Context: an optimization exercise on an open-source flow, tuned for small area, a short achievable clock period and few clock cycles. The choices shown serve that exercise and are no tape-out recipe.
The RTL was checked by simulation tests, not by an equivalence proof against the original design.
Power is estimated from default activity; no workload was simulated.

`flow/design.v`:
```
module vwac (
  input  wire        clk,
  input  wire        rst,         
  input  wire        bus_valid,   
  input  wire        bus_write,   
  input  wire [11:0] bus_addr,    
  input  wire [31:0] bus_wdata,
  output reg  [31:0] bus_rdata    
);
  localparam integer P    = 112;             
  localparam integer NW   = (P + 31) / 32;   
  localparam integer MAXB = P / 8;           
  localparam integer MAXL = P / 4;           
  localparam [3:0] S_IDLE      = 4'd0,
                   S_ENC_GATE  = 4'd1,
                   S_ENC_LAT1  = 4'd2,
                   S_ENC_UTF8  = 4'd3,
                   S_ENC_CLS   = 4'd4,
                   S_ENC_TRY   = 4'd5,
                   S_ENC_PACK  = 4'd6,
                   S_DEC_CHECK = 4'd7,
                   S_DEC_UNPK  = 4'd8,
                   S_DEC_UTF8  = 4'd9,
                   S_BADCMD    = 4'd10,
                   S_COMMIT    = 4'd11,
                   S_FAULT     = 4'd12;
  localparam [3:0] R_SUCCESS  = 4'h0,
                   R_NOFIT    = 4'h1,
                   R_FOREIGN  = 4'h2,
                   R_CONTRACT = 4'h8,
                   R_BAD_ID   = 4'h9,
                   R_BAD_U16  = 4'hA,
                   R_BAD_U8   = 4'hB,
                   R_BAD_CODE = 4'hC,
                   R_BAD_LEN  = 4'hD,
                   R_BAD_CMD  = 4'hE;
  localparam [2:0] K_PUNCT = 3'd0,
                   K_UPPER = 3'd1,
                   K_LOWER = 3'd2,
                   K_DIGIT = 3'd3,
                   K_ACCNT = 3'd4,
                   K_OTHER = 3'd5;
  localparam [1:0] E_OK = 2'd0, E_UNRES = 2'd1, E_MISS = 2'd2;
  function [3:0] step_of;
    input [3:0] id;
    case (id)
      4'd1, 4'd2:       step_of = 4'd4;
      4'd3, 4'd4, 4'd5: step_of = 4'd5;
      4'd6, 4'd7, 4'd8: step_of = 4'd6;
      4'd9:             step_of = 4'd7;
      default:          step_of = 4'd8;
    endcase
  endfunction
  localparam integer CAP4 = (P / 4 > 63) ? 63 : P / 4;
  localparam integer CAP5 = (P / 5 > 63) ? 63 : P / 5;
  localparam integer CAP6 = (P / 6 > 63) ? 63 : P / 6;
  localparam integer CAP7 = (P / 7 > 63) ? 63 : P / 7;
  localparam integer CAP8 = (P / 8 > 63) ? 63 : P / 8;
  function [6:0] cap_of;
    input [3:0] id;
    case (id)
      4'd1, 4'd2:       cap_of = CAP4;
      4'd3, 4'd4, 4'd5: cap_of = CAP5;
      4'd6, 4'd7, 4'd8: cap_of = CAP6;
      4'd9:             cap_of = CAP7;
      default:          cap_of = CAP8;
    endcase
  endfunction
  function [3:0] punct_idx;
    input [15:0] u;
    case (u)
      16'h0020: punct_idx = 4'd0;
      16'h005F: punct_idx = 4'd1;
      16'h002E: punct_idx = 4'd2;
      16'h002D: punct_idx = 4'd3;
      16'h003A: punct_idx = 4'd4;
      16'h002F: punct_idx = 4'd5;
      16'h002B: punct_idx = 4'd6;
      16'h002C: punct_idx = 4'd7;
      16'h0027: punct_idx = 4'd8;
      16'h0040: punct_idx = 4'd9;
      default:  punct_idx = 4'hF;
    endcase
  endfunction
  function [7:0] mark_of;
    input [3:0] idx;
    case (idx)
      4'd0: mark_of = 8'h20;
      4'd1: mark_of = 8'h5F;
      4'd2: mark_of = 8'h2E;
      4'd3: mark_of = 8'h2D;
      4'd4: mark_of = 8'h3A;
      4'd5: mark_of = 8'h2F;
      4'd6: mark_of = 8'h2B;
      4'd7: mark_of = 8'h2C;
      4'd8: mark_of = 8'h27;
      default: mark_of = 8'h40;
    endcase
  endfunction
  function [10:0] classify;
    input [15:0] u;
    reg [3:0] pi;
    begin
      pi = punct_idx(u);
      if (pi != 4'hF)                                    classify = {K_PUNCT, 4'd0, pi};
      else if (u >= 16'h41 && u <= 16'h5A)               classify = {K_UPPER, u[7:0]};
      else if (u >= 16'h61 && u <= 16'h7A)               classify = {K_LOWER, u[7:0]};
      else if (u >= 16'h30 && u <= 16'h39)               classify = {K_DIGIT, u[7:0]};
      else if (u >= 16'hC0 && u <= 16'hFF && u != 16'hD7 && u != 16'hF7)
                                                         classify = {K_ACCNT, u[7:0]};
      else                                               classify = {K_OTHER, 8'd0};
    end
  endfunction
  function [8:0] keep_of;
    input [10:0] c;
    case (c[10:8])
      K_PUNCT:
        case (c[3:0])
          4'd0:       keep_of = 9'h1EF;
          4'd1:       keep_of = 9'h1FC;
          4'd2, 4'd3: keep_of = 9'h1BF;
          4'd4:       keep_of = 9'h0AE;
          4'd5:       keep_of = 9'h0AC;
          4'd6, 4'd7: keep_of = 9'h0B3;
          4'd8:       keep_of = 9'h0A1;
          default:    keep_of = 9'h0B0;
        endcase
      K_UPPER: keep_of = 9'h1C4;
      K_LOWER: keep_of = 9'h1F8;
      K_DIGIT: keep_of = 9'h163;
      K_ACCNT: keep_of = 9'h100;
      default: keep_of = 9'h000;
    endcase
  endfunction
  function [8:0] lut_enc;
    input [3:0]  id;
    input [10:0] c;
    reg [2:0] k;
    reg [7:0] v;
    reg [3:0] pi;
    reg [1:0] r;
    reg [7:0] code;
    begin
      k = c[10:8]; v = c[7:0]; pi = c[3:0];
      r = E_MISS; code = 8'd0;
      case (id)
        4'd1: begin  
          if (k == K_DIGIT) begin r = E_OK; code = v - 8'h30; end
          else if (k == K_PUNCT)
            case (pi)
              4'd0: begin r = E_OK; code = 8'h0A; end
              4'd2: begin r = E_OK; code = 8'h0B; end
              4'd3: begin r = E_OK; code = 8'h0C; end
              4'd6: begin r = E_OK; code = 8'h0D; end
              4'd7: begin r = E_OK; code = 8'h0E; end
              4'd8: begin r = E_OK; code = 8'h0F; end
              default: ;
            endcase
        end
        4'd2: begin  
          if (k == K_DIGIT) begin r = E_OK; code = v - 8'h30; end
          else if (k == K_PUNCT)
            case (pi)
              4'd0: begin r = E_OK; code = 8'h0A; end
              4'd2: r = E_UNRES;
              4'd3: begin r = E_OK; code = 8'h0C; end
              4'd4: begin r = E_OK; code = 8'h0D; end
              4'd6: begin r = E_OK; code = 8'h0E; end
              4'd7: begin r = E_OK; code = 8'h0F; end
              default: ;
            endcase
        end
        4'd3: begin  
          if (k == K_UPPER) begin r = E_OK; code = v - 8'h40; end
          else if (k == K_PUNCT && pi == 4'd0) begin r = E_OK; code = 8'h00; end
          else if (k == K_PUNCT && pi <= 4'd5) begin r = E_OK; code = 8'h1A + pi; end
        end
        4'd4: begin  
          if (k == K_LOWER) begin r = E_OK; code = v - 8'h60; end
          else if (k == K_PUNCT && pi == 4'd0) begin r = E_OK; code = 8'h00; end
          else if (k == K_PUNCT && pi <= 4'd5) begin r = E_OK; code = 8'h1A + pi; end
        end
        4'd5: begin  
          if (k == K_LOWER) begin r = E_OK; code = v - 8'h60; end
          else if (k == K_PUNCT)
            case (pi)
              4'd7: begin r = E_OK; code = 8'h00; end
              4'd1: begin r = E_OK; code = 8'h1B; end
              4'd2: begin r = E_OK; code = 8'h1C; end
              4'd3: begin r = E_OK; code = 8'h1D; end
              4'd6: begin r = E_OK; code = 8'h1E; end
              4'd9: begin r = E_OK; code = 8'h1F; end
              default: ;
            endcase
        end
        4'd6: begin  
          if (k == K_DIGIT) begin r = E_OK; code = v - 8'h2F; end
          else if (k == K_LOWER) begin r = E_OK; code = v - 8'h56; end
          else if (k == K_PUNCT && pi == 4'd0) begin r = E_OK; code = 8'h00; end
          else if (k == K_PUNCT) begin r = E_OK; code = 8'h24 + pi; end
        end
        4'd7: begin  
          if (k == K_DIGIT) begin r = E_OK; code = v - 8'h2F; end
          else if (k == K_UPPER) begin r = E_OK; code = v - 8'h36; end
          else if (k == K_LOWER) begin r = E_OK; code = v - 8'h3C; end
          else if (k == K_PUNCT && pi == 4'd0) begin r = E_OK; code = 8'h00; end
          else if (k == K_PUNCT && pi == 4'd1) begin r = E_OK; code = 8'h3F; end
        end
        4'd8: begin  
          if (k == K_UPPER) begin r = E_OK; code = v - 8'h40; end
          else if (k == K_LOWER) begin r = E_OK; code = v - 8'h46; end
          else if (k == K_PUNCT && pi == 4'd0) begin r = E_OK; code = 8'h00; end
          else if (k == K_PUNCT && pi <= 4'd5) begin r = E_OK; code = 8'h34 + pi; end
          else if (k == K_PUNCT) r = E_UNRES;
        end
        4'd9: begin  
          if (k == K_DIGIT) begin r = E_OK; code = v - 8'h2F; end
          else if (k == K_UPPER) begin r = E_OK; code = v - 8'h36; end
          else if (k == K_LOWER) begin r = E_OK; code = v - 8'h3C; end
          else if (k == K_ACCNT) begin
            r = E_OK;
            if (v <= 8'hD6)      code = v - 8'h81;
            else if (v <= 8'hF6) code = v - 8'h82;
            else                 code = v - 8'h83;
          end
          else if (k == K_PUNCT)
            case (pi)
              4'd0: begin r = E_OK; code = 8'h00; end
              4'd1: r = E_UNRES;
              4'd2: begin r = E_OK; code = 8'h7E; end
              4'd3: begin r = E_OK; code = 8'h7F; end
              default: ;
            endcase
        end
        default: ;
      endcase
      lut_enc = {r, code[6:0]};
    end
  endfunction
  function [16:0] lut_dec;
    input [3:0] id;
    input [7:0] g;
    reg       none;
    reg [7:0] ch;
    begin
      none = 1'b0; ch = 8'h00;
      case (id)
        4'd1, 4'd2: begin
          if (g <= 8'h09) ch = 8'h30 + g;
          else if (id == 4'd1)
            case (g)
              8'h0A: ch = 8'h20; 8'h0B: ch = 8'h2E; 8'h0C: ch = 8'h2D;
              8'h0D: ch = 8'h2B; 8'h0E: ch = 8'h2C; default: ch = 8'h27;
            endcase
          else
            case (g)
              8'h0A: ch = 8'h20; 8'h0B: none = 1'b1; 8'h0C: ch = 8'h2D;
              8'h0D: ch = 8'h3A; 8'h0E: ch = 8'h2B; default: ch = 8'h2C;
            endcase
        end
        4'd3, 4'd4: begin
          if (g == 8'h00)      ch = 8'h20;
          else if (g <= 8'h1A) ch = g + ((id == 4'd3) ? 8'h40 : 8'h60);
          else                 ch = mark_of(g[3:0] - 4'hA);    
        end
        4'd5: begin
          if (g == 8'h00)      ch = 8'h2C;
          else if (g <= 8'h1A) ch = g + 8'h60;
          else
            case (g)
              8'h1B: ch = 8'h5F; 8'h1C: ch = 8'h2E; 8'h1D: ch = 8'h2D;
              8'h1E: ch = 8'h2B; default: ch = 8'h40;
            endcase
        end
        4'd6: begin
          if (g == 8'h00)      ch = 8'h20;
          else if (g <= 8'h0A) ch = g + 8'h2F;
          else if (g <= 8'h24) ch = g + 8'h56;
          else if (g <= 8'h2D) ch = mark_of(g - 8'h24);
          else                 none = 1'b1;
        end
        4'd7: begin
          if (g == 8'h00)      ch = 8'h20;
          else if (g <= 8'h0A) ch = g + 8'h2F;
          else if (g <= 8'h24) ch = g + 8'h36;
          else if (g <= 8'h3E) ch = g + 8'h3C;
          else                 ch = 8'h5F;
        end
        4'd8: begin
          if (g == 8'h00)      ch = 8'h20;
          else if (g <= 8'h1A) ch = g + 8'h40;
          else if (g <= 8'h34) ch = g + 8'h46;
          else if (g <= 8'h39) ch = mark_of(g - 8'h34);
          else                 none = 1'b1;
        end
        4'd9: begin
          if (g == 8'h00)      ch = 8'h20;
          else if (g <= 8'h0A) ch = g + 8'h2F;
          else if (g <= 8'h24) ch = g + 8'h36;
          else if (g <= 8'h3E) ch = g + 8'h3C;
          else if (g <= 8'h55) ch = g + 8'h81;
          else if (g <= 8'h74) ch = g + 8'h82;
          else if (g <= 8'h7C) ch = g + 8'h83;
          else if (g == 8'h7D) none = 1'b1;
          else if (g == 8'h7E) ch = 8'h2E;
          else                 ch = 8'h2D;
        end
        default: none = 1'b1;
      endcase
      lut_dec = {none, 8'h00, ch};
    end
  endfunction
  reg [15:0]  in_len;
  reg [11:0]  hdr;
  reg [6:0]   out_len;
  reg [P-1:0] payload;
  reg [15:0]  char_in  [0:63];
  reg [15:0]  char_out [0:MAXL-1];    
  reg         st_done, st_ok, st_ovr;
  reg [3:0]   st_result;
  reg [3:0]   fsm;
  reg [1:0]   op;
  reg [P-1:0] acc;
  reg [8:0]   cand;
  reg [10:0]  cls   [0:MAXL-1];
  reg [7:0]   bytes [0:MAXB-1];    
  reg [15:0]  dout  [0:MAXL-1];    
  reg [7:0]   nbytes;
  reg [6:0]   i;               
  reg [3:0]   tryid;
  reg [3:0]   res_id;          
  reg [5:0]   res_len;
  reg [6:0]   nout;            
  wire busy  = (fsm != S_IDLE) && (fsm != S_FAULT);
  wire fault = (fsm == S_FAULT);
  wire [15:0] L = in_len;
  reg [31:0] rd_val;
  always @* begin
    rd_val = 32'd0;
    case (bus_addr[11:8])
      4'h0: begin
        if (bus_addr[7:6] == 2'b01) begin
          if (bus_addr[5:2] < NW) rd_val = payload >> (32 * bus_addr[5:2]);
        end else if (bus_addr[7:6] == 2'b00) begin
          case (bus_addr[5:2])
            4'd1: rd_val = {23'd0, st_ovr, st_result, fault, st_ok, st_done, busy};
            4'd2: rd_val = P;
            4'd3: rd_val = {16'd0, in_len};
            4'd4: rd_val = {20'd0, hdr};
            4'd5: rd_val = {25'd0, out_len};
            default: rd_val = 32'd0;
          endcase
        end
      end
      4'h1: rd_val = {16'd0, char_in[bus_addr[7:2]]};
      4'h2: if (bus_addr[7:2] < MAXL) rd_val = {16'd0, char_out[bus_addr[7:2]]};
      default: rd_val = 32'd0;
    endcase
  end
  always @(posedge clk) begin
    if (rst)                         bus_rdata <= 32'd0;
    else if (bus_valid && !bus_write) bus_rdata <= rd_val;
  end
  wire [15:0] cur_u  = char_in[i[5:0]];
  wire [15:0] next_u = char_in[i[5:0] + 6'd1];
  wire [10:0] cur_cls_new = classify(cur_u);
  wire [8:0]  enc_r  = lut_enc(tryid, cls[i[5:0]]);
  wire [3:0]  step   = step_of(tryid);
  reg [8:0] cand_init;
  integer ci;
  always @* begin
    cand_init = 9'd0;
    for (ci = 1; ci <= 9; ci = ci + 1)
      if (cap_of(ci) >= L) cand_init[ci-1] = 1'b1;
  end
  reg        u8_bad;
  reg [2:0]  u8_nb;
  reg [1:0]  u8_used;
  reg [31:0] u8_b;       
  reg [20:0] u8_cp;
  always @* begin
    u8_bad = 1'b0; u8_nb = 3'd1; u8_used = 2'd1; u8_b = 32'd0; u8_cp = {5'd0, cur_u};
    if (cur_u >= 16'hD800 && cur_u <= 16'hDBFF) begin
      if ({9'd0, i} + 16'd1 < L && next_u >= 16'hDC00 && next_u <= 16'hDFFF) begin
        u8_cp   = 21'h10000 + {1'b0, cur_u[9:0], next_u[9:0]};
        u8_used = 2'd2;
      end else
        u8_bad = 1'b1;
    end else if (cur_u >= 16'hDC00 && cur_u <= 16'hDFFF)
      u8_bad = 1'b1;
    if (u8_cp < 21'h80) begin
      u8_nb = 3'd1; u8_b = {u8_cp[7:0], 24'd0};
    end else if (u8_cp < 21'h800) begin
      u8_nb = 3'd2; u8_b = {3'b110, u8_cp[10:6], 2'b10, u8_cp[5:0], 16'd0};
    end else if (u8_cp < 21'h10000) begin
      u8_nb = 3'd3; u8_b = {4'b1110, u8_cp[15:12], 2'b10, u8_cp[11:6], 2'b10, u8_cp[5:0], 8'd0};
    end else begin
      u8_nb = 3'd4; u8_b = {5'b11110, u8_cp[20:18], 2'b10, u8_cp[17:12], 2'b10, u8_cp[11:6], 2'b10, u8_cp[5:0]};
    end
  end
  reg [P-1:0] bytes_cat;
  integer bi;
  always @* begin
    for (bi = 0; bi < MAXB; bi = bi + 1)
      bytes_cat[8*(MAXB-1-bi) +: 8] = bytes[bi];
  end
  function [7:0] byte_at;
    input [7:0] idx;
    byte_at = (idx < MAXB) ? bytes[idx] : 8'd0;
  endfunction
  wire [7:0] d0 = byte_at({1'b0, i});
  wire [7:0] d1 = byte_at({1'b0, i} + 8'd1);
  wire [7:0] d2 = byte_at({1'b0, i} + 8'd2);
  wire [7:0] d3 = byte_at({1'b0, i} + 8'd3);
  reg        d_bad;
  reg [2:0]  d_n;
  reg [20:0] d_cp;
  reg [1:0]  d_units;
  reg [15:0] d_u0, d_u1;
  reg [20:0] d_cpm;
  always @* begin
    d_bad = 1'b0; d_n = 3'd1; d_cp = 21'd0;
    if (d0 < 8'h80) begin
      d_n = 3'd1; d_cp = {13'd0, d0};
    end else if (d0 >= 8'hC2 && d0 <= 8'hDF) begin
      d_n = 3'd2; d_cp = {10'd0, d0[4:0], d1[5:0]};
      if (d1[7:6] != 2'b10) d_bad = 1'b1;
    end else if (d0[7:4] == 4'hE) begin
      d_n = 3'd3; d_cp = {5'd0, d0[3:0], d1[5:0], d2[5:0]};
      if (d0 == 8'hE0) begin
        if (d1 < 8'hA0 || d1 > 8'hBF) d_bad = 1'b1;
      end else if (d0 == 8'hED) begin
        if (d1 < 8'h80 || d1 > 8'h9F) d_bad = 1'b1;
      end else if (d1[7:6] != 2'b10) d_bad = 1'b1;
      if (d2[7:6] != 2'b10) d_bad = 1'b1;
    end else if (d0 >= 8'hF0 && d0 <= 8'hF4) begin
      d_n = 3'd4; d_cp = {d0[2:0], d1[5:0], d2[5:0], d3[5:0]};
      if (d0 == 8'hF0) begin
        if (d1 < 8'h90 || d1 > 8'hBF) d_bad = 1'b1;
      end else if (d0 == 8'hF4) begin
        if (d1 < 8'h80 || d1 > 8'h8F) d_bad = 1'b1;
      end else if (d1[7:6] != 2'b10) d_bad = 1'b1;
      if (d2[7:6] != 2'b10 || d3[7:6] != 2'b10) d_bad = 1'b1;
    end else
      d_bad = 1'b1;
    if ({1'b0, i} + {5'd0, d_n} > {2'd0, hdr[5:0]}) d_bad = 1'b1;    
    d_cpm = d_cp - 21'h10000;
    if (d_cp <= 21'hFFFF) begin
      d_units = 2'd1; d_u0 = d_cp[15:0]; d_u1 = 16'd0;
    end else begin
      d_units = 2'd2; d_u0 = 16'hD800 + {6'd0, d_cpm[19:10]}; d_u1 = 16'hDC00 + {6'd0, d_cpm[9:0]};
    end
  end
  wire [1:0] h_tag = hdr[11:10];
  wire [3:0] h_id  = hdr[9:6];
  wire [5:0] h_len = hdr[5:0];
  wire [3:0] h_step = step_of(h_id);
  wire [7:0] h_mask = (8'd1 << h_step) - 8'd1;
  wire [7:0] grp    = acc[7:0] & h_mask;
  wire [16:0] dec_r = lut_dec(h_id, grp);
  wire host_wr = bus_valid && bus_write;
  integer k;
  always @(posedge clk) begin
    if (rst) begin
      in_len <= 16'd0; hdr <= 12'd0; out_len <= 7'd0; payload <= {P{1'b0}};
      st_done <= 1'b0; st_ok <= 1'b0; st_ovr <= 1'b0; st_result <= 4'd0;
      fsm <= S_IDLE; op <= 2'd0; acc <= {P{1'b0}}; cand <= 9'd0;
      nbytes <= 8'd0; i <= 7'd0; tryid <= 4'd0; res_id <= 4'd0; res_len <= 6'd0; nout <= 7'd0;
      for (k = 0; k < 64; k = k + 1) char_in[k] <= 16'd0;
      for (k = 0; k < MAXL; k = k + 1) begin
        char_out[k] <= 16'd0; cls[k] <= 11'd0; dout[k] <= 16'd0;
      end
      for (k = 0; k < MAXB; k = k + 1) bytes[k] <= 8'd0;
    end else begin
      if (host_wr) begin
        if (busy)
          st_ovr <= 1'b1;
        else begin
          case (bus_addr[11:8])
            4'h0: begin
              if (bus_addr[7:6] == 2'b01) begin
                if (bus_addr[5:2] < NW)
                  payload <= (payload & ~({{(P-32){1'b0}}, 32'hFFFF_FFFF} << (32 * bus_addr[5:2])))
                           | ({{(P-32){1'b0}}, bus_wdata} << (32 * bus_addr[5:2]));
              end else if (bus_addr[7:6] == 2'b00) begin
                case (bus_addr[5:2])
                  4'd0: if (!fault && bus_wdata[1:0] != 2'd0) begin
                    op <= bus_wdata[1:0];
                    st_done <= 1'b0; st_ok <= 1'b0; st_result <= 4'd0; st_ovr <= 1'b0;
                    case (bus_wdata[1:0])
                      2'd1:    fsm <= S_ENC_GATE;
                      2'd2:    fsm <= S_DEC_CHECK;
                      default: fsm <= S_BADCMD;
                    endcase
                  end
                  4'd3: in_len <= bus_wdata[15:0];
                  4'd4: hdr    <= bus_wdata[11:0];
                  default: ;
                endcase
              end
            end
            4'h1: char_in[bus_addr[7:2]] <= bus_wdata[15:0];
            default: ;
          endcase
        end
      end
      case (fsm)
        S_ENC_GATE: begin
          if (L > 16'd63 || L > P / 4) begin
            st_done <= 1'b1; st_ok <= 1'b0; st_result <= R_NOFIT; fsm <= S_IDLE;
          end else if (L == 16'd0) begin
            acc <= {P{1'b0}}; res_id <= 4'd0; res_len <= 6'd0; fsm <= S_COMMIT;
          end else if (L <= MAXB) begin
            i <= 7'd0; acc <= {P{1'b0}}; fsm <= S_ENC_LAT1;
          end else begin
            i <= 7'd0; cand <= cand_init; fsm <= S_ENC_CLS;
          end
        end
        S_ENC_LAT1: begin
          if ({9'd0, i} == L) begin
            res_id <= 4'd10; res_len <= L[5:0]; fsm <= S_COMMIT;
          end else if (cur_u > 16'h00FF) begin
            cand <= 9'd0; i <= 7'd0; nbytes <= 8'd0; fsm <= S_ENC_UTF8;
          end else begin
            acc <= {acc[P-9:0], cur_u[7:0]};
            i <= i + 7'd1;
          end
        end
        S_ENC_UTF8: begin
          if ({9'd0, i} >= L) begin
            if (nbytes <= MAXB) begin
              acc <= bytes_cat >> (8 * (MAXB - nbytes));
              res_id <= 4'd0; res_len <= nbytes[5:0]; fsm <= S_COMMIT;
            end else begin
              st_done <= 1'b1; st_ok <= 1'b0; st_result <= R_NOFIT; fsm <= S_IDLE;
            end
          end else if (u8_bad) begin
            st_done <= 1'b1; st_ok <= 1'b0; st_result <= R_BAD_U16; fsm <= S_FAULT;
          end else begin
            for (k = 0; k < MAXB; k = k + 1)
              if (k >= nbytes && k < nbytes + u8_nb)
                bytes[k] <= u8_b[31 - 8*(k - nbytes) -: 8];
            nbytes <= nbytes + {5'd0, u8_nb};
            i <= i + {5'd0, u8_used};
          end
        end
        S_ENC_CLS: begin
          if ({9'd0, i} == L || cand == 9'd0) begin
            tryid <= 4'd1; fsm <= S_ENC_TRY;
          end else begin
            cls[i[5:0]] <= cur_cls_new;
            cand <= cand & keep_of(cur_cls_new);
            i <= i + 7'd1;
          end
        end
        S_ENC_TRY: begin
          if (tryid == 4'd10) begin
            st_done <= 1'b1; st_ok <= 1'b0; st_result <= R_NOFIT; fsm <= S_IDLE;
          end else if (cand[tryid-4'd1] && {9'd0, cap_of(tryid)} >= L) begin
            i <= 7'd0; acc <= {P{1'b0}}; fsm <= S_ENC_PACK;
          end else
            tryid <= tryid + 4'd1;
        end
        S_ENC_PACK: begin
          if ({9'd0, i} == L) begin
            res_id <= tryid; res_len <= L[5:0]; fsm <= S_COMMIT;
          end else if (enc_r[8:7] == E_UNRES) begin
            tryid <= tryid + 4'd1; fsm <= S_ENC_TRY;
          end else if (enc_r[8:7] == E_MISS) begin
            st_done <= 1'b1; st_ok <= 1'b0; st_result <= R_CONTRACT; fsm <= S_FAULT;
          end else begin
            acc <= (acc << step) | {{(P-7){1'b0}}, enc_r[6:0]};
            i <= i + 7'd1;
          end
        end
        S_DEC_CHECK: begin
          if (h_tag != 2'b10) begin
            st_done <= 1'b1; st_ok <= 1'b0; st_result <= R_FOREIGN; fsm <= S_IDLE;
          end else if (payload == {P{1'b0}}) begin
            nout <= 7'd0; fsm <= S_COMMIT;
          end else if (h_id > 4'd10) begin
            st_done <= 1'b1; st_ok <= 1'b0; st_result <= R_BAD_ID; fsm <= S_FAULT;
          end else if ({1'b0, h_len} > cap_of(h_id)) begin
            st_done <= 1'b1; st_ok <= 1'b0; st_result <= R_BAD_LEN; fsm <= S_FAULT;
          end else begin
            acc <= payload; i <= {1'b0, h_len}; fsm <= S_DEC_UNPK;
          end
        end
        S_DEC_UNPK: begin
          if (i == 7'd0) begin
            if (h_id == 4'd0) begin
              nout <= 7'd0; fsm <= S_DEC_UTF8;
            end else begin
              nout <= {1'b0, h_len}; fsm <= S_COMMIT;
            end
          end else if (h_id >= 4'd1 && h_id <= 4'd9 && dec_r[16]) begin
            st_done <= 1'b1; st_ok <= 1'b0; st_result <= R_BAD_CODE; fsm <= S_FAULT;
          end else begin
            if (h_id == 4'd0)       bytes[i[5:0] - 6'd1] <= grp;
            else if (h_id == 4'd10) dout[i[5:0] - 6'd1]  <= {8'd0, grp};
            else                    dout[i[5:0] - 6'd1]  <= dec_r[15:0];
            acc <= acc >> h_step;
            i <= i - 7'd1;
          end
        end
        S_DEC_UTF8: begin
          if (i[5:0] == h_len) begin
            fsm <= S_COMMIT;
          end else if (d_bad) begin
            st_done <= 1'b1; st_ok <= 1'b0; st_result <= R_BAD_U8; fsm <= S_FAULT;
          end else begin
            dout[nout[5:0]] <= d_u0;
            if (d_units == 2'd2) dout[nout[5:0] + 6'd1] <= d_u1;
            nout <= nout + {5'd0, d_units};
            i <= i + {4'd0, d_n};
          end
        end
        S_BADCMD: begin
          st_done <= 1'b1; st_ok <= 1'b0; st_result <= R_BAD_CMD; fsm <= S_FAULT;
        end
        S_COMMIT: begin
          if (op == 2'd1) begin
            hdr <= {2'b10, res_id, res_len};
            payload <= acc;
          end else begin
            out_len <= nout;
            for (k = 0; k < MAXL; k = k + 1)
              char_out[k] <= (k < nout) ? dout[k] : 16'd0;
          end
          st_done <= 1'b1; st_ok <= 1'b1; st_result <= R_SUCCESS; fsm <= S_IDLE;
        end
        default: ;
      endcase
    end
  end
endmodule
```
`flow/run.sh`:
```
#!/bin/bash
# synth_recipe.tcl (not shown) runs the flow's synth.tcl, then flattens the netlist and writes it again
# the make line also repeats each setting of config.mk as NAME=value (left out here)
make -C /OpenROAD-flow-scripts/flow DESIGN_CONFIG=/design/flow/config.mk WORK_HOME=/design/flow/orfs CLKGATE_MAP_FILE= SYNTH_SCRIPT=/design/flow/synth_recipe.tcl finish
```
`flow/config.mk`:
```
export PLATFORM = sky130hd
export DESIGN_NAME = vwac
export DESIGN_NICKNAME = vwac
export VERILOG_FILES = /design/flow/design.v
export SDC_FILE = /design/flow/constraint.sdc
export NUM_CORES = 8
export LEC_CHECK = 0
export CAP_MARGIN = 20
export CORE_MARGIN = 2
export CORE_UTILIZATION = 30
export PLACE_DENSITY = 0.35
export SLEW_MARGIN = 20
```
`flow/constraint.sdc`:
```
create_clock -name core_clock -period 11.0 [get_ports {clk}]
set_input_delay 2.2000 -clock core_clock [delete_from_list [all_inputs] [get_ports {clk}]]
set_output_delay 2.2000 -clock core_clock [all_outputs]
set_load 0.01 [all_outputs]
```
==> run notes <==
## how the worst max path moves through the flow
| stage | from | to | slack [ns] | cells past startpoint |
|---|---|---|---|---|
| final | flip-flop | bytes[2][5] | 0.25 | 29 |
| after global routing | flip-flop | bytes[2][5] | 0.06 | 29 |
| after CTS | flip-flop | bytes[2][5] | 0.40 | 29 |
| after detailed placement | flip-flop | bytes[2][5] | 0.46 | 29 |
| after global placement | flip-flop | bytes[1][1] | 0.56 | 29 |
| after floorplan | i[1] | bytes[1][7] | 1.85 | 37 |
## cells by family (layout without fill, tap and decap cells)
| group | count (synthesis) | after routing | share of synthesized area, % |
|---|---|---|---|
| multiplexers | 1724 | 1724 | 19.2 |
| XOR/XNOR | 119 | 119 | 0.622 |
| adder cells (fa/ha/maj) | 156 | 156 | 1.18 |
| buffers and inverters | 1869 | 1656 | 4.53 |
| other | 0 | 66 | 0 |
| AO/OA/AOI/OAI | 3714 | 3714 | 15.2 |
| AND/OR/NAND/NOR | 5156 | 5156 | 14.7 |
| flip-flops | 2769 | 2769 | 44.6 |
## metrics by stage
step / area [um^2] / worst slack [ns] / power (mW) / hold slack (ns) / std cells
finish: 190000 / 0.251 / 39.7 / 0.453 / 22800
global route: 189000 / 0.0643 / 40.5 / 0.476 / 22800
CTS: 189000 / 0.400 / 39.5 / 0.454 / 22700
detailed placement: 178000 / 0.456 / 27.3 / 0.449 / 22100
global placement: 177000 / 0.558 / 27.3 / 0.441 / 22100
floorplan: 168000 / 1.85 / 20.0 / 0.432 / 15500
## layout make-up
type                       instances  area [um^2]
antenna                           66          165
clock inverter                   176         1780
inverter                         189          732
tap                             7452         9320
clock buffer                     488        10000
timing repair buffer             803         6510
multi-input combinational      10900        86400
fill                           55600       367000
sequential                      2769        74700
## metal layers
layer	vias up	track usage, %
met3	1969	7.35
li1	59500	-
met5	-	0
met4	50	19.3
met1	77500	45.0
met2	9399	53.1
## flip-flops by register name, summed over array words and instances (netlist names), 9 cells and up, named ones only
| name | flops |
|---|---|
| char_in | 1024 |
| char_out | 448 |
| dout | 448 |
| cls | 352 |
| bytes | 128 |
| acc | 112 |
| payload | 112 |
| bus_rdata | 32 |
| in_len | 16 |
| hdr | 12 |
| cand | 9 |
## timing repair
| item | CTS | global route |
|---|---|---|
| buffers inserted | 0 | 0 |
| gates resized for setup | 0 | 1 |
| endpoints found under the setup margin | 0 | 12 |
## power groups by stage
stage               clock network, mW  logic, mW  registers, mW
CTS                              12.3       15.0           12.2
detailed placement                  0       14.9           12.4
floorplan                           0       8.19           11.9
global route                     12.7       15.6           12.2
global placement                    0       14.9           12.4
finish                           12.1       15.4           12.2
## synthesized netlist by cell type, types with 35 or more instances
master | n | area (um^2)
nor2_1 | 1550 | 5820
buf_1 | 154 | 578
a311oi_1 | 113 | 990
a22oi_1 | 681 | 5110
o21ai_0 | 621 | 3110
inv_1 | 169 | 634
a31oi_1 | 114 | 713
and2_1 | 277 | 1730
or3_1 | 40 | 250
o21a_1 | 38 | 285
o221ai_1 | 105 | 920
clkbuf_1 | 1302 | 4890
mux4_2 | 1173 | 26400
nand2b_1 | 50 | 313
edfxtp_1 | 1924 | 57800
o31ai_1 | 40 | 300
mux2i_1 | 436 | 4360
nor4_1 | 70 | 438
mux2_2 | 112 | 1260
nor2b_1 | 115 | 719
nand4_1 | 167 | 1040
buf_4 | 68 | 510
a221oi_1 | 127 | 1110
a222oi_1 | 91 | 911
nand2_1 | 1375 | 5160
nor3_1 | 213 | 1070
buf_2 | 138 | 691
o211ai_1 | 101 | 758
a22o_1 | 132 | 1160
a21oi_1 | 621 | 3110
and3_1 | 890 | 5570
a211oi_1 | 185 | 1390
ha_1 | 150 | 1880
dfxtp_1 | 845 | 16900
a21o_1 | 35 | 263
xnor2_1 | 93 | 815
nand3_1 | 270 | 1350
o22ai_1 | 397 | 2480
## critical path, delay by kind of cell (launching register included)
family / cells / cell delay (ns)
adder cells (fa/ha/maj): 2 / 0.45
flip-flops: 1 / 0.75
XOR/XNOR: 1 / 0.09
AND/OR/NAND/NOR: 14 / 4.61
AO/OA/AOI/OAI: 9 / 3.69
buffers and inverters: 3 / 0.76
==> results by group <==
Timing
  – Worst clock skew: 0.0757 ns
  – Final setup viols: 0
  – Final worst path period share: 97.7%
  – Max-slew violations: 0
  – Worst slew pin tran: 1.32 ns
  – Fmax: 93.0 MHz
  – Final hold violations: 0
  – RSZ-0062 raised after global routing: no
  – Setup TNS: 0 ns
  – Relative slew slack: 11.9%
  – Tmin final: 10.75 ns

Cells and area
  – Final Net Count: 15200
  – Final Util: 34.1%
  – Layout cell share with drive strength beyond 1: 18.9%
  – Commonest non-fill, non-tap cell in the layout: edfxtp_1
  – Area delta synth->final: 13.2%
  – Commonest cells after routing, fill and taps aside: edfxtp_1, nor2_1, nand2_1

Floorplan
  – # IOs: 80
  – Initial Util: 30.1%
  – Die W: 751 um
  – FP Rows: 274
  – Die area: 0.564 mm^2
  – Core area: 0.556 mm^2
  – Die Span Y: 751 um

Critical path
  – Crit-path max FO: 27
  – Crit Reg-Reg Endpoint: bytes[2][5]
  – Worst path required time: 11.71 ns
  – Most used cell, CP: a21oi_1
  – Crit-path max cell delay: 1.01 ns
  – CP Launch Type: flip-flop
  – Worst R2R Setup Slack: 0.25 ns
  – Worst Reg2Reg Path Length in Cells: 29
  – Setup CP Type: reg -> reg
  – CP endpoint kind: flip-flop
  – Arr. time, crit path: 11.46 ns
  – Slowest CP cell: nor2b_1

Placed design
  – GPL Wtd Cong: 1.02
  – IO buf count: 77
  – Post-DP HPWL: 704000 um

Job
  – Max Cap Viol: 0

Routing
  – Antenna violation net count after detailed routing: 0
  – DR WL met2: 446000 um
  – Drt first-iter violations: 22000
  – DR vias/cell: 6.50
  – DR vias: 148000
  – M1 WL: 402000 um
  – Met3 WL: 90700 um
  – Remaining DRCs: 0
  – Final wirelength: 1010000 um
  – Max Used Layer: met5
  – DR pass1 iterations: 7
  – WL per Instance: 44.1 um

Pwr
  – Reg power frac: 30.7%
  – Clock share of power: 30.6%
  – Switch share: 41.8%
  – Pwr Density: 210 mW/mm^2
  – Cell-internal power: 23.1 mW
  – Comb pwr share: 38.8%
  – Leakage: 65.7 nW
  – Worst VDD drop: 0.167 mV
  – P_sw: 16.6 mW

GRT
  – Wire length of the first global-routing pass: 1330000 um
  – Antenna violations before repair: 117
  – Vias in the first global route: 141000
  – Total gr overflow: 0
  – Largest net degree at the start of global routing: 165
  – Tot GR Track Use: 34.5%

Outcome
  – Outcome: no timing/DRC/antenna violations

Hold path
  – Hold WC Path Type: reg -> reg
  – Critical hold path startpoint: char_out[23][15]
  – WHS Path Cells: 2
  – Hold path endpoint: char_out[23][15]

Synth
  – Post-Synthesis Cells: 15500
  – Synthesized area per cell: 10.8 um^2
  – Ys Warns: 2
  – Synth Cell Area: 0.168 mm^2
  – Cell variety after synth: 110
  – Sequential area share after synthesis: 44.6%
  – Mapped Nets: 15700
  – Yosys reg bits: 2769
  – Async SR Flop Fraction: 0%
  – Post-synth EDFFs: 1924
  – Top_reg_cell synth: edfxtp_1

Clock network
  – CTS Hold Buffers Added: 0
  – CTS buffer count: 358
  – CTS max path bufs: 4
  – CTS tree: built
  – Clock Root Buffer: clkbuf_16
  – CTS Sinks: 2769
  – Clock slew at reported path FFs: 0.06 ns
  – Skew-Pair Late Insertion Delay: 1.03 ns
  – Htree depth: 5
Testbench counts, summed over its fixed seeds: cycles 59,142.

port drivers added, routing unchanged:
The flow's constraints put no driver on any port. The routed layout listed below was extracted and timed again, unchanged, in two steps.
Step 1 sets driving cells, clkbuf_16 on the clock port and buf_2 on the other inputs (assumed; they add their load-dependent delay and slew).
Step 2, shift: input delay + t, output delay - t, t = (earliest + latest rising clock arrival at the registers) / 2. This alone moves slack from input paths to output paths.
a / b / c = ideal / step 1 / step 2; a / b = the first two.
shift t [ns]: 1.134
setup slack, ns: 0.251 / 0.251 / 0.251
worst setup path at the end: register to register
worst slew at a driven data input, ns: 0.19
After both steps setup and hold are still met in this run. The setup slack of this run moves by 0.000 ns with the drivers and by 0.000 ns with both steps.
